Source: an optimization exercise on an open RTL-to-GDS flow (aim: small area, a short achievable clock period and few clock cycles). Production flows keep margins and buffers that such runs may drop.
Function was checked by simulation only, so behaviour that the tests miss may differ from the original.
Power figures rest on the tool's default switching activity, not on a simulated workload.

==> trial 33 <==
==> flow/design.v (excerpt) <==
module vgc_topo (
    input  wire        clk,
    input  wire        rst,
    input  wire        cfg_we,
    input  wire [7:0]  cfg_addr,
    input  wire [31:0] cfg_wdata,
    input  wire        cmd_valid,
    output wire        cmd_ready,
    input  wire [31:0] cmd,
    output wire        rsp_valid,
    input  wire        rsp_ready,
    output wire [63:0] rsp
);
clock: 10.0 ns
lec_check: 0
cap_margin: 20
core_margin: 2
core_utilization: 70
place_density: 0.8
slew_margin: 20
standard.sh (not shown) runs the stock make flow with config.mk's settings and CLKGATE_MAP_FILE= SYNTH_SCRIPT=/design/flow/synth_recipe.tcl, a recipe that flattens the netlist after the stock synthesis.
==> flow/flow/run.sh <==
#!/bin/bash
# The standard layout (the standard.sh: unchanged synthesis and steps)
# with three knobs changed:
#  - repair_timing is asked for a larger setup margin, so the resizer keeps
#    working below the 10 ns clock;
#  - ports are buffered with a plain buffer (buf_4) instead of the delay
#    buffer buffer_ports picks by default;
#  - sizing may swap cells across footprints.
set -euo pipefail
bash standard.sh SETUP_SLACK_MARGIN=6.6 MATCH_CELL_FOOTPRINT=0 \
    "BUFFER_PORTS_ARGS=-buffer_cell sky130_fd_sc_hd__buf_4" finish > standard.log 2>&1
==> inputs of trial 3, as changes to trial 33 <==
--- a/flow/design.v
+++ b/flow/design.v
@@ -106,19 +106,17 @@
     wire [3:0] expl = {d_explicit[3], d_explicit[2], d_explicit[1], d_explicit[0]};
     reg [31:0] gval;
     always @(*)
         for (i = 0; i < 32; i = i + 1)
             gval[i] = act[i / 8] & expl[i / 8] & ((i % 8) < d_ngrp[i / 8]);
     reg  rv;           
-    reg  rv_n;         
-    reg  rdy;          
     reg  s2_v, s1_v, q_v;
     reg  sk_v;         
     wire adv_rsp;      
     wire hold;         
-    assign cmd_ready = rdy;
+    assign cmd_ready = ~sk_v;
     wire acc   = cmd_valid & ~sk_v;
     wire [7:0]  c_op  = cmd[7:0];
     wire [7:0]  c_sel = cmd[15:8];
     wire [15:0] c_pin = cmd[31:16];
     reg  [5:0]  c_cls;
     reg         c_ill;
@@ -146,49 +144,41 @@
     wire [5:0]  q_cls   = q_dec[24:19];
     wire        q_selhi = q_dec[18];
     wire [1:0]  q_sel   = q_dec[17:16];
     wire [15:0] q_pin   = q_dec[15:0];
     reg [3:0]  chit;
     reg [31:0] hit;
-    reg [7:0]  sel_off;
-    reg [5:0]  sel_gpp;
-    reg [7:0]  sel_d4;
-    reg        sel_q2;
-    reg [7:0]  sel_r1;
+    reg [16:0] sel_off;
     always @(*) begin
         for (c = 0; c < 4; c = c + 1)
             chit[c] = act[c] & (q_pin >= d_pin_base[c]) & ({1'b0, q_pin} < d_end[c]);
         for (i = 0; i < 32; i = i + 1)
             hit[i] = ghit(q_pin, q_phm1, q_phnz,
                           (i < 16 ? q_rg : ~q_nrg) ? d_gbase[i] : d_ggpio[i], d_gsize[i]);
-        sel_off = q_pin[7:0] - d_pin_base[q_sel][7:0];
-        sel_gpp = d_gpp[q_sel];
-        sel_d4  = sel_off - {sel_gpp, 2'b00};
-        sel_q2  = ge8(sel_off, {sel_gpp, 2'b00});
-        sel_r1  = sel_q2 ? sel_d4 : sel_off;
+        sel_off = {1'b0, q_pin} - {1'b0, d_pin_base[q_sel]};
     end
     reg        s1_ill;
     reg [5:0]  s1_cls;
     reg        s1_selhi;
     reg [1:0]  s1_sel;
     reg [15:0] s1_pin;
     reg [3:0]  s1_chit;
     reg [1:0]  s1_fc;
     reg [31:0] s1_hit;
-    reg [7:0]  s1_r1;
-    reg        s1_q2;
+    reg [7:0]  s1_soff;
     reg [5:0]  s1_gpp;
     reg [7:0]  rg_hit;
     reg [31:0] mp_hit;
     reg [1:0]  f_c;
     reg [15:0] f_off;
     reg [19:0] f_x;
     reg [2:0]  rg_g;
     reg        rg_f;
-    reg        sg1, sg0;
-    reg [7:0]  r2;
+    reg [5:0]  rg_gpp;
+    reg [8:0]  mul [1:7];
+    reg [2:0]  sg;
     reg [3:0]  mp_ch;      
     reg [3:0]  mp_cf;      
     reg [31:0] mp_oh;      
     reg [7:0]  gf;
     reg        seen;
     reg [15:0] m_base;
@@ -199,22 +189,23 @@
         for (g = 0; g < 8; g = g + 1)
             rg_hit[g] = s1_hit[{s1_sel, g[2:0]}] & (g < d_ngrp[s1_sel]);
         mp_hit = s1_hit & gval;
         f_c = s1_fc;
         f_off = s1_pin - d_pin_base[f_c];
         f_x   = d_deb[f_c] ? {f_off, s1_sel, 2'b00} : {1'b0, f_off, s1_sel[0], 2'b00};
-        sg1 = ge8(s1_r1, {1'b0, s1_gpp, 1'b0});
-        r2  = sg1 ? s1_r1 - {1'b0, s1_gpp, 1'b0} : s1_r1;
-        sg0 = ge8(r2, {2'b00, s1_gpp});
+        rg_gpp = s1_gpp;
+        for (g = 1; g < 8; g = g + 1) mul[g] = rg_gpp * g;
+        sg = 3'd0;
+        for (g = 1; g < 8; g = g + 1) if (ge8(s1_soff, mul[g][7:0])) sg = g;
         if (expl[s1_sel]) begin
             rg_f = |rg_hit;
             rg_g = 3'd0;
             for (g = 7; g >= 0; g = g - 1) if (rg_hit[g]) rg_g = g;
         end else begin
             rg_f = s1_chit[s1_sel];
-            rg_g = {s1_q2, sg1, sg0};
+            rg_g = sg;
         end
         if (s1_selhi || !act[s1_sel]) rg_f = 1'b0;
         for (c = 0; c < 4; c = c + 1)
             mp_ch[c] = expl[c] ? |mp_hit[c*8 +: 8] : s1_chit[c];
         seen = 1'b0;
         for (c = 0; c < 4; c = c + 1) begin
@@ -327,33 +318,30 @@
     end
     reg [7:0]  r_st, r_aux;
     reg [15:0] r_pinf;
     reg [31:0] r_val;
     assign rsp_valid = rv;
     assign rsp = {r_val, r_pinf, r_aux, r_st};
-    assign adv_rsp = rv_n | rsp_ready;
+    assign adv_rsp = ~rv | rsp_ready;
     assign hold    = ~adv_rsp | s3_wait;
     always @(posedge clk) begin
         if (rst) begin
             rv        <= 1'b0;
-            rv_n      <= 1'b1;
-            rdy       <= 1'b1;
             s2_v      <= 1'b0;
             s1_v      <= 1'b0;
             q_v       <= 1'b0;
             sk_v      <= 1'b0;
             lc        <= 1'b0;
             err_count <= 16'd0;
             err_code  <= 1'b0;
             err_pin   <= 16'd0;
             b_step    <= 4'd0;
             b_res     <= ST_OK;
         end else begin
             if (adv_rsp) begin
-                rv   <= s2_v & ~s3_wait;
-                rv_n <= ~(s2_v & ~s3_wait);
+                rv <= s2_v & ~s3_wait;
                 if (s2_v & ~s3_wait) begin
                     if (n_built) lc <= 1'b1;
                     if (n_nf) begin
                         if (err_count != 16'hFFFF) err_count <= err_count + 16'd1;
                         err_code <= 1'b1;
                         err_pin  <= s2_pin;
@@ -362,16 +350,14 @@
             end
             if (!hold) begin
                 s2_v <= s1_v;
                 s1_v <= q_v;
                 q_v  <= sk_v | acc;
                 sk_v <= 1'b0;
-                rdy  <= 1'b1;
             end else if (acc) begin
                 sk_v <= 1'b1;
-                rdy  <= 1'b0;
             end
             if (s3_wait) begin
                 b_step <= b_step + 4'd1;
                 if (b_step[0] && b_res == ST_OK) b_res <= cst;
             end else if (!hold) begin
                 b_step <= 4'd0;
@@ -407,15 +393,14 @@
             s1_selhi <= q_selhi;
             s1_sel   <= q_sel;
             s1_pin   <= q_pin;
             s1_chit  <= chit;
             s1_fc    <= chit[0] ? 2'd0 : chit[1] ? 2'd1 : chit[2] ? 2'd2 : 2'd3;
             s1_hit   <= hit;
-            s1_r1    <= sel_r1;
-            s1_q2    <= sel_q2;
-            s1_gpp   <= sel_gpp;
+            s1_soff  <= sel_off[7:0];
+            s1_gpp   <= d_gpp[q_sel];
             q_dec  <= n_dec;
             q_phm1 <= n_dec[15:5] - 11'd1;
             q_phnz <= |n_dec[15:5];
             q_rg   <= n_dec[21];
             q_nrg  <= ~n_dec[21];
         end else if (acc) begin
==> flow/flow/run.sh (replaced) <==
#!/bin/bash
# The standard layout (the standard.sh, unchanged synthesis and steps),
# with repair_timing asked for a larger setup margin so that the resizer
# keeps working below the 10 ns clock.
set -euo pipefail
bash standard.sh SETUP_SLACK_MARGIN=6.4 finish > standard.log 2>&1
==> flow/config.mk (replaced) <==
export PLATFORM = sky130hd
export DESIGN_NAME = vgc_topo
export DESIGN_NICKNAME = vgc_topo
export VERILOG_FILES = /design/flow/design.v
export SDC_FILE = /design/flow/constraint.sdc
export NUM_CORES = 4
export LEC_CHECK = 0
export CAP_MARGIN = 20
export CORE_MARGIN = 2
export CORE_UTILIZATION = 55
export PLACE_DENSITY = 0.65
export SLEW_MARGIN = 20
==> flow_summary.yaml <==
status:
  status: "finished clean"
placement:
  post-dp-hpwl_um: 222000
  post-place-ws_ps: 5090
setup_path:
  cp_cell_sequence: "buf_6, buf_16, ha_1, xnor2_2, ha_2, inv_2, fa_2, a21o_1, a21o_1, a21o_1, a21oi_4, inv_2, mux2_2"
  startpoint_type: "flip-flop"
  cp-endpoint: "s1_r1[7]"
floorplanning:
  fp.dieW_um: 382
layout:
  nClkBuffers: 242
power_and_ir_drop:
  power_mw: 21.5
sta:
  fin_ws_ps: 6260
[end of results for trial 33]
==> flow_summary.yaml <==
placement:
  post-dp-hpwl_um: 236000
  placed_cells: 9740
  post-place-ws_ps: 4770
layout:
  inv_count: 312
  nClkBuffers: 266
  multi_input_cells: 4762
sta:
  fin_ws_ps: 6310
  final-setup-viol-count: 0
setup_path:
  cp_cell_sequence: "buf_6, buf_6, nor2b_4, buf_6"
  startpoint_type: "input pin"
  cp-endpoint: "d_ggpio[26][11]"
status:
  status: "finished clean"
hold_path:
  hold_path_class: "reg -> reg"
floorplanning:
  fp.dieArea_um2: 186000
  fp.dieW_um: 432
power_and_ir_drop:
  power_leakage_nw: 44.6
[end of results for trial 3]
Testbench counts of trial 33, summed over its fixed seeds: cycles 14,592.
Testbench counts of trial 3, summed over its fixed seeds: cycles 14,592.


==> inputs of v35 <==
vgc_topo, a different RTL version from the one above (not shown whole).
export LEC_CHECK = 0
export CAP_MARGIN = 20
export CORE_MARGIN = 2
export CORE_UTILIZATION = 70
export CTS_CLUSTER_DIAMETER = 100
export CTS_CLUSTER_SIZE = 20
export PLACE_DENSITY = 0.8
export SLEW_MARGIN = 20
create_clock -name core_clock -period 10.0 [get_ports {clk}]
==> flow/flow/run.sh <==
#!/bin/bash
# The standard layout (the standard.sh: unchanged synthesis and steps)
# with three knobs changed:
#  - repair_timing is asked for a larger setup margin, so the resizer keeps
#    working below the 10 ns clock;
#  - ports are buffered with a plain buffer (buf_4) instead of the delay
#    buffer buffer_ports picks by default;
#  - sizing may swap cells across footprints.
set -euo pipefail
bash standard.sh SETUP_SLACK_MARGIN=6.6 MATCH_CELL_FOOTPRINT=0 \
    "BUFFER_PORTS_ARGS=-buffer_cell sky130_fd_sc_hd__buf_4" finish > standard.log 2>&1
==> inputs of v37, as changes to v35 <==
--- a/flow/design.v
+++ b/flow/design.v
@@ -95,36 +95,26 @@
             if (d_rst || (wr && w_a[7:6] == i / 8 && w_a[5:3] == 3'b010 && w_a[2:0] == i % 8)) begin
                 d_gbase[i] <= wdat[15:0];
                 d_gsize[i] <= wsat;
             end
             if (d_rst || (wr && w_a[7:6] == i / 8 && w_a[5:3] == 3'b100 && w_a[2:0] == i % 8))
                 d_ggpio[i] <= wdat[15:0];
         end
     end
-    reg  [3:0] act, ae;
+    wire [3:0] act;
+    assign act[0] = d_present[0];
+    assign act[1] = act[0] & d_present[1];
+    assign act[2] = act[1] & d_present[2];
+    assign act[3] = act[2] & d_present[3];
     wire [3:0] expl = {d_explicit[3], d_explicit[2], d_explicit[1], d_explicit[0]};
-    always @(posedge clk) begin
-        act[0] <= d_present[0];
-        act[1] <= d_present[0] & d_present[1];
-        act[2] <= d_present[0] & d_present[1] & d_present[2];
-        act[3] <= d_present[0] & d_present[1] & d_present[2] & d_present[3];
-        ae[0]  <= d_present[0] & d_explicit[0];
-        ae[1]  <= d_present[0] & d_present[1] & d_explicit[1];
-        ae[2]  <= d_present[0] & d_present[1] & d_present[2] & d_explicit[2];
-        ae[3]  <= d_present[0] & d_present[1] & d_present[2] & d_present[3] & d_explicit[3];
-    end
-    reg [31:0] gin;
-    always @(posedge clk)
-        for (i = 0; i < 32; i = i + 1)
-            gin[i] <= (i % 8) < d_ngrp[i / 8];
     reg [31:0] gval;
     always @(*)
         for (i = 0; i < 32; i = i + 1)
-            gval[i] = ae[i / 8] & gin[i];
+            gval[i] = act[i / 8] & expl[i / 8] & ((i % 8) < d_ngrp[i / 8]);
     reg  rv;           
     reg  rv_n;         
     reg  rdy;          
     reg  s2_v, s1_v, q_v;
     reg  sk_v;         
     wire adv_rsp;      
     wire hold;         
     assign cmd_ready = rdy;
@@ -146,99 +136,89 @@
             8'h08: begin c_cls[5] = 1'b1; c_ill = (c_sel != 8'd0) || (c_pin != 16'd0); end
             default: c_ill = 1'b1;
         endcase
     end
     wire [25:0] c_dec = {c_ill, c_cls, |c_sel[7:2], c_sel[1:0], c_pin};
     reg  [25:0] sk_dec;
     reg  [25:0] q_dec;
     reg  [10:0] q_phm1;
-    reg  [7:0]  q_pb;          
-    reg  [5:0]  q_gpp;
     reg         q_rg, q_nrg;   
     reg         q_phnz;
     wire [25:0] n_dec = sk_v ? sk_dec : c_dec;
     wire        q_ill   = q_dec[25];
     wire [5:0]  q_cls   = q_dec[24:19];
     wire        q_selhi = q_dec[18];
     wire [1:0]  q_sel   = q_dec[17:16];
     wire [15:0] q_pin   = q_dec[15:0];
     reg [3:0]  chit;
     reg [31:0] hit;
     reg [7:0]  sel_off;
-    reg [7:0]  sel_m [1:7];
-    reg [7:1]  sel_t;
-    reg [2:0]  sel_g;
+    reg [5:0]  sel_gpp;
+    reg [7:0]  sel_d4;
+    reg        sel_q2;
+    reg [7:0]  sel_r1;
     always @(*) begin
         for (c = 0; c < 4; c = c + 1)
             chit[c] = act[c] & (q_pin >= d_pin_base[c]) & ({1'b0, q_pin} < d_end[c]);
         for (i = 0; i < 32; i = i + 1)
             hit[i] = ghit(q_pin, q_phm1, q_phnz,
                           (i < 16 ? q_rg : ~q_nrg) ? d_gbase[i] : d_ggpio[i], d_gsize[i]);
-        sel_off  = q_pin[7:0] - q_pb;
-        sel_m[1] = {2'b00, q_gpp};
-        sel_m[2] = {1'b0, q_gpp, 1'b0};
-        sel_m[3] = {2'b00, q_gpp} + {1'b0, q_gpp, 1'b0};
-        sel_m[4] = {q_gpp, 2'b00};
-        sel_m[5] = {2'b00, q_gpp} + {q_gpp, 2'b00};
-        sel_m[6] = {1'b0, q_gpp, 1'b0} + {q_gpp, 2'b00};
-        sel_m[7] = {q_gpp, 3'b000} - {2'b00, q_gpp};
-        for (g = 1; g < 8; g = g + 1) sel_t[g] = ge8(sel_off, sel_m[g]);
-        sel_g[2] = sel_t[4];
-        sel_g[1] = (sel_t[2] & ~sel_t[4]) | sel_t[6];
-        sel_g[0] = (sel_t[1] & ~sel_t[2]) | (sel_t[3] & ~sel_t[4]) |
-                   (sel_t[5] & ~sel_t[6]) | sel_t[7];
+        sel_off = q_pin[7:0] - d_pin_base[q_sel][7:0];
+        sel_gpp = d_gpp[q_sel];
+        sel_d4  = sel_off - {sel_gpp, 2'b00};
+        sel_q2  = ge8(sel_off, {sel_gpp, 2'b00});
+        sel_r1  = sel_q2 ? sel_d4 : sel_off;
     end
     reg        s1_ill;
     reg [5:0]  s1_cls;
     reg        s1_selhi;
     reg [1:0]  s1_sel;
     reg [15:0] s1_pin;
     reg [3:0]  s1_chit;
     reg [1:0]  s1_fc;
-    reg [3:0]  s1_foh;     
     reg [31:0] s1_hit;
-    reg [2:0]  s1_sg;
+    reg [7:0]  s1_r1;
+    reg        s1_q2;
+    reg [5:0]  s1_gpp;
     reg [7:0]  rg_hit;
     reg [31:0] mp_hit;
     reg [1:0]  f_c;
-    reg [15:0] f_off, f_pb;
-    reg        f_deb;
+    reg [15:0] f_off;
     reg [19:0] f_x;
     reg [2:0]  rg_g;
     reg        rg_f;
+    reg        sg1, sg0;
+    reg [7:0]  r2;
     reg [3:0]  mp_ch;      
     reg [3:0]  mp_cf;      
     reg [31:0] mp_oh;      
     reg [7:0]  gf;
     reg        seen;
     reg [15:0] m_base;
     reg [4:0]  m_glo;
     reg [15:0] cb [0:3];
     reg [4:0]  cl [0:3];
     always @(*) begin
         for (g = 0; g < 8; g = g + 1)
-            rg_hit[g] = s1_hit[{s1_sel, g[2:0]}] & gin[{s1_sel, g[2:0]}];
+            rg_hit[g] = s1_hit[{s1_sel, g[2:0]}] & (g < d_ngrp[s1_sel]);
         mp_hit = s1_hit & gval;
         f_c = s1_fc;
-        f_pb  = 16'd0;
-        f_deb = 1'b0;
-        for (c = 0; c < 4; c = c + 1) begin
-            f_pb  = f_pb | (d_pin_base[c] & {16{s1_foh[c]}});
-            f_deb = f_deb | (d_deb[c] & s1_foh[c]);
-        end
-        f_off = s1_pin - f_pb;
-        f_x   = f_deb ? {f_off, s1_sel, 2'b00} : {1'b0, f_off, s1_sel[0], 2'b00};
+        f_off = s1_pin - d_pin_base[f_c];
+        f_x   = d_deb[f_c] ? {f_off, s1_sel, 2'b00} : {1'b0, f_off, s1_sel[0], 2'b00};
+        sg1 = ge8(s1_r1, {1'b0, s1_gpp, 1'b0});
+        r2  = sg1 ? s1_r1 - {1'b0, s1_gpp, 1'b0} : s1_r1;
+        sg0 = ge8(r2, {2'b00, s1_gpp});
         if (expl[s1_sel]) begin
             rg_f = |rg_hit;
             rg_g = 3'd0;
             for (g = 7; g >= 0; g = g - 1) if (rg_hit[g]) rg_g = g;
         end else begin
             rg_f = s1_chit[s1_sel];
-            rg_g = s1_sg;
+            rg_g = {s1_q2, sg1, sg0};
         end
         if (s1_selhi || !act[s1_sel]) rg_f = 1'b0;
         for (c = 0; c < 4; c = c + 1)
             mp_ch[c] = expl[c] ? |mp_hit[c*8 +: 8] : s1_chit[c];
         seen = 1'b0;
         for (c = 0; c < 4; c = c + 1) begin
             mp_cf[c] = mp_ch[c] & ~seen;
             seen = seen | mp_ch[c];
@@ -266,108 +246,91 @@
     end
     reg        s2_ill;
     reg [5:0]  s2_cls;
     reg [1:0]  s2_sel;
     reg [15:0] s2_pin;
     reg        s2_cf;
     reg [1:0]  s2_c;
     reg [19:0] s2_x;
-    reg [3:0]  s2_coh;     
-    reg        s2_deb;     
+    reg [31:0] s2_pad;
     reg        s2_rgf;
     reg [2:0]  s2_rgg;
     reg        s2_mf;
     reg        s2_mx;
     reg [15:0] s2_mbase;
     reg [4:0]  s2_mglo;
     reg [3:0]  b_step;
     reg [16:0] b_np;
     reg [7:0]  b_res;
     reg [7:0]  cst;
-    reg [16:0] bnp, bnp_e;
-    reg [15:0] bnp_b;
-    reg [3:0]  b_coh;      
-    reg [3:0]  nstep;
+    reg [16:0] bnp;
     reg [1:0]  bc;
     reg [7:0]  bbig;
     always @(*) begin
         bc  = b_step[2:1];
-        bnp_e = 17'd0;
-        bnp_b = 16'd0;
-        for (c = 0; c < 4; c = c + 1) begin
-            bnp_e = bnp_e | (d_end[c] & {17{b_coh[c]}});
-            bnp_b = bnp_b | (d_pin_base[c] & {16{b_coh[c]}});
-        end
-        bnp = bnp_e - {1'b0, bnp_b};
+        bnp = d_end[bc] - {1'b0, d_pin_base[bc]};
         for (g = 0; g < 8; g = g + 1)
             bbig[g] = (d_gsize[{bc, g[2:0]}] > 6'd32) && (g < d_ngrp[bc]);
         cst = ST_OK;
         if (d_explicit[bc]) begin
             if (d_ngrp[bc] > 4'd8) cst = ST_RESOURCE;
             else if (|bbig) cst = ST_INVTOPO;
         end else if (b_np != 17'd0) begin
             if (d_gpp[bc] == 6'd0) cst = ST_RESOURCE;
             else if (d_gpp[bc] > 6'd32 && b_np > 17'd32) cst = ST_INVTOPO;
             else if (b_np > {8'd0, d_gpp[bc], 3'd0}) cst = ST_RESOURCE;
         end
         if (!act[bc]) cst = ST_OK;
     end
     wire s2_bld = s2_v & s2_cls[0] & ~s2_ill & ~lc;
     wire s3_wait = s2_bld & ~b_step[3];
-    always @(*) nstep = s3_wait ? b_step + 4'd1 : (!hold ? 4'd0 : b_step);
     reg [4:0]  m_dl;
     reg [16:0] m_val;
-    reg [31:0] ro_val, ro_pad;
+    reg [31:0] ro_val;
     reg [7:0]  n_st, n_aux;
     reg [15:0] n_pinf;
     reg [31:0] n_val;
     reg        n_nf;        
     reg        n_built;
-    reg        v_ok, v_gs, v_rc, v_rg, v_ro, v_mp;
     always @(*) begin
         m_dl  = s2_pin[4:0] - s2_mglo;
         m_val = s2_mx ? {1'b0, s2_mbase} + {12'd0, m_dl} : {1'b0, s2_pin};
-        ro_pad = 32'd0;
-        for (c = 0; c < 4; c = c + 1)
-            ro_pad = ro_pad | (d_padregs[c] & {32{s2_coh[c]}});
-        ro_val = ro_pad + {12'd0, s2_x};
+        ro_val = s2_pad + {12'd0, s2_x};
         n_st = ST_OK; n_aux = 8'd0; n_pinf = 16'd0; n_val = 32'd0;
         n_nf = 1'b0; n_built = 1'b0;
         if (s2_ill) n_st = ST_ILLEGAL;
         else if (s2_cls[0]) begin
             if (lc) n_st = ST_STATE;
             else begin
                 n_st = b_res;
                 n_built = (b_res == ST_OK);
             end
         end else if (s2_cls[5]) begin
+            n_pinf = err_pin;
+            n_val  = {err_count, 7'd0, err_code, 7'd0, lc};
         end else if (!lc) n_st = ST_STATE;
         else if (s2_cls[1]) begin
-            if (!s2_cf) n_nf = 1'b1;
+            if (s2_cf) n_aux = {6'd0, s2_c};
+            else n_nf = 1'b1;
         end else if (s2_cls[2]) begin
-            if (!s2_rgf) n_nf = 1'b1;
+            if (s2_rgf) n_aux = {5'd0, s2_rgg};
+            else n_nf = 1'b1;
         end else if (s2_cls[3]) begin
             if (!s2_cf) n_nf = 1'b1;
-            else if (s2_sel == 2'd2 && !s2_deb) n_st = ST_NOREG;
+            else if (s2_sel == 2'd2 && !d_deb[s2_c]) n_st = ST_NOREG;
+            else begin
+                n_aux = d_barno[s2_c];
+                n_val = ro_val;
+            end
         end else begin
-            if (!s2_mf) n_nf = 1'b1;
+            if (s2_mf) n_val = {15'd0, m_val};
+            else n_nf = 1'b1;
         end
         if (n_nf) n_st = ST_NOTFOUND;
-        v_ok = ~s2_ill & lc;
-        v_gs = ~s2_ill & s2_cls[5];
-        v_rc = v_ok & s2_cls[1] & s2_cf;
-        v_rg = v_ok & s2_cls[2] & s2_rgf;
-        v_ro = v_ok & s2_cls[3] & s2_cf & ~(s2_sel == 2'd2 && !s2_deb);
-        v_mp = v_ok & s2_cls[4] & s2_mf;
-        n_aux  = ({8{v_rc}} & {6'd0, s2_c}) | ({8{v_rg}} & {5'd0, s2_rgg}) |
-                 ({8{v_ro}} & d_barno[s2_c]);
-        n_pinf = {16{v_gs}} & err_pin;
-        n_val  = ({32{v_gs}} & {err_count, 7'd0, err_code, 7'd0, lc}) |
-                 ({32{v_ro}} & ro_val) | ({32{v_mp}} & {15'd0, m_val});
     end
     reg [7:0]  r_st, r_aux;
     reg [15:0] r_pinf;
     reg [31:0] r_val;
     assign rsp_valid = rv;
     assign rsp = {r_val, r_pinf, r_aux, r_st};
     assign adv_rsp = rv_n | rsp_ready;
     assign hold    = ~adv_rsp | s3_wait;
@@ -380,17 +343,16 @@
             s1_v      <= 1'b0;
             q_v       <= 1'b0;
             sk_v      <= 1'b0;
             lc        <= 1'b0;
             err_count <= 16'd0;
             err_code  <= 1'b0;
             err_pin   <= 16'd0;
             b_step    <= 4'd0;
-            b_coh     <= 4'b0001;
             b_res     <= ST_OK;
         end else begin
             if (adv_rsp) begin
                 rv   <= s2_v & ~s3_wait;
                 rv_n <= ~(s2_v & ~s3_wait);
                 if (s2_v & ~s3_wait) begin
                     if (n_built) lc <= 1'b1;
                     if (n_nf) begin
@@ -405,21 +367,21 @@
                 s1_v <= q_v;
                 q_v  <= sk_v | acc;
                 sk_v <= 1'b0;
                 rdy  <= 1'b1;
             end else if (acc) begin
                 sk_v <= 1'b1;
                 rdy  <= 1'b0;
             end
-            b_step <= nstep;
-            b_coh  <= 4'b0001 << nstep[2:1];
             if (s3_wait) begin
+                b_step <= b_step + 4'd1;
                 if (b_step[0] && b_res == ST_OK) b_res <= cst;
             end else if (!hold) begin
+                b_step <= 4'd0;
                 b_res  <= ST_OK;
             end
         end
     end
     always @(posedge clk) b_np <= bnp;
     always @(posedge clk) begin
         if (adv_rsp) begin
             r_st   <= n_st;
@@ -430,38 +392,36 @@
         if (!hold) begin
             s2_ill   <= s1_ill;
             s2_cls   <= s1_cls;
             s2_sel   <= s1_sel;
             s2_pin   <= s1_pin;
             s2_cf    <= |s1_chit;
             s2_c     <= f_c;
             s2_x     <= f_x;
-            s2_coh   <= s1_foh;
-            s2_deb   <= f_deb;
+            s2_pad   <= d_padregs[f_c];
             s2_rgf   <= rg_f;
             s2_rgg   <= rg_g;
             s2_mf    <= |mp_ch;
             s2_mx    <= |(mp_cf & expl);
             s2_mbase <= m_base;
             s2_mglo  <= m_glo;
             s1_ill   <= q_ill;
             s1_cls   <= q_cls;
             s1_selhi <= q_selhi;
             s1_sel   <= q_sel;
             s1_pin   <= q_pin;
             s1_chit  <= chit;
             s1_fc    <= chit[0] ? 2'd0 : chit[1] ? 2'd1 : chit[2] ? 2'd2 : 2'd3;
-            s1_foh   <= chit[0] ? 4'b0001 : chit[1] ? 4'b0010 : chit[2] ? 4'b0100 : 4'b1000;
             s1_hit   <= hit;
-            s1_sg    <= sel_g;
+            s1_r1    <= sel_r1;
+            s1_q2    <= sel_q2;
+            s1_gpp   <= sel_gpp;
             q_dec  <= n_dec;
             q_phm1 <= n_dec[15:5] - 11'd1;
             q_phnz <= |n_dec[15:5];
             q_rg   <= n_dec[21];
-            q_pb   <= d_pin_base[n_dec[17:16]][7:0];
-            q_gpp  <= d_gpp[n_dec[17:16]];
             q_nrg  <= ~n_dec[21];
         end else if (acc) begin
             sk_dec <= c_dec;
         end
     end
 endmodule
==> flow/config.mk (replaced) <==
export PLATFORM = sky130hd
export DESIGN_NAME = vgc_topo
export DESIGN_NICKNAME = vgc_topo
export VERILOG_FILES = /design/flow/design.v
export SDC_FILE = /design/flow/constraint.sdc
export NUM_CORES = 4
export LEC_CHECK = 0
export CAP_MARGIN = 20
export CORE_MARGIN = 2
export CORE_UTILIZATION = 70
export PLACE_DENSITY = 0.8
export SLEW_MARGIN = 20
==> inputs of v16, as changes to v35 <==
==> flow/config.mk (replaced) <==
export PLATFORM = sky130hd
export DESIGN_NAME = vgc_topo
export DESIGN_NICKNAME = vgc_topo
export VERILOG_FILES = /design/flow/design.v
export SDC_FILE = /design/flow/constraint.sdc
export NUM_CORES = 4
export LEC_CHECK = 0
export CAP_MARGIN = 20
export CORE_MARGIN = 2
export CORE_UTILIZATION = 70
export PLACE_DENSITY = 0.8
export SLEW_MARGIN = 20
==> qor summary <==
item                                                                   v37          v16          v35
Status                                            timing/DRC/antenna clean  timing/DRC/antenna clean  timing/DRC/antenna clean
Highest fanout seen on the critical path                                 4           21           53
Number of nets in the layout                                          8322         8497         8403
Combinational Power Share                                            19.7%        18.7%        21.5%
Met2 usage in global routing                                         69.4%        67.9%        67.0%
Cell-internal power                                                15.8 mW      15.9 mW      13.7 mW
Initial cell density of the core                                     70.6%        70.8%        70.8%
Portion of the post-synthesis area used by sequential elements       58.1%        58.2%        58.2%
Average footprint of a synthesized cell                          13.6 um^2    13.4 um^2    13.4 um^2
Routed wire length per instance                                    36.3 um      34.4 um      34.4 um
Portion of total power attributed to sequential cells                46.5%        46.5%        53.3%
Multi-input logic portion of the cell area                           36.3%        36.0%        37.2%
Repair and plain buffers                                               466          438          430
Data arrival time of the critical path                             4.31 ns      4.14 ns      4.04 ns
Cell area after technology mapping                              99900 um^2  100000 um^2  100000 um^2
Testbench counts of v35, summed over its fixed seeds: cycles 14,592.
Testbench counts of v37, summed over its fixed seeds: cycles 14,592.
Testbench counts of v16, summed over its fixed seeds: cycles 14,592.

==> re-timing with driven ports <==
No port has a modelled driver above. Below, the same layouts with a new extraction and two added sets of constraints. Step 1 assumes that a clkbuf_16 drives the clock port and a buf_2 every other input. Step 2 adds t to the input delays and takes it off the output delays; t is the mean of the earliest and latest rising clock arrival at the registers after step 1. Input paths then give back, and output paths get back, about the clock's delay inside the block. Slacks: ideal / step 1 / step 2; pairs: ideal / step 1.
run | t (ns) | slack for setup (ns) | worst setup path at the end | worst register clock-pin slew, ns
trial 33 | 0.905 | 6.256 / 6.256 / 5.605 | input to register | 0.07 / 0.07
trial 3 | 0.955 | 6.315 / 6.325 / 5.410 | input to register | 0.07 / 0.07
v35 | 0.867 | 6.428 / 6.428 / 5.819 | input to register | 0.10 / 0.10
v37 | 0.919 | 6.262 / 6.262 / 5.799 | input to register | 0.07 / 0.07
v16 | 0.933 | 6.432 / 6.432 / 5.755 | input to register | 0.07 / 0.07
After both steps setup and hold are still met in every run listed. The setup slack of trial 3, which loses most, moves by +0.010 ns with the drivers and by -0.905 ns with both steps.
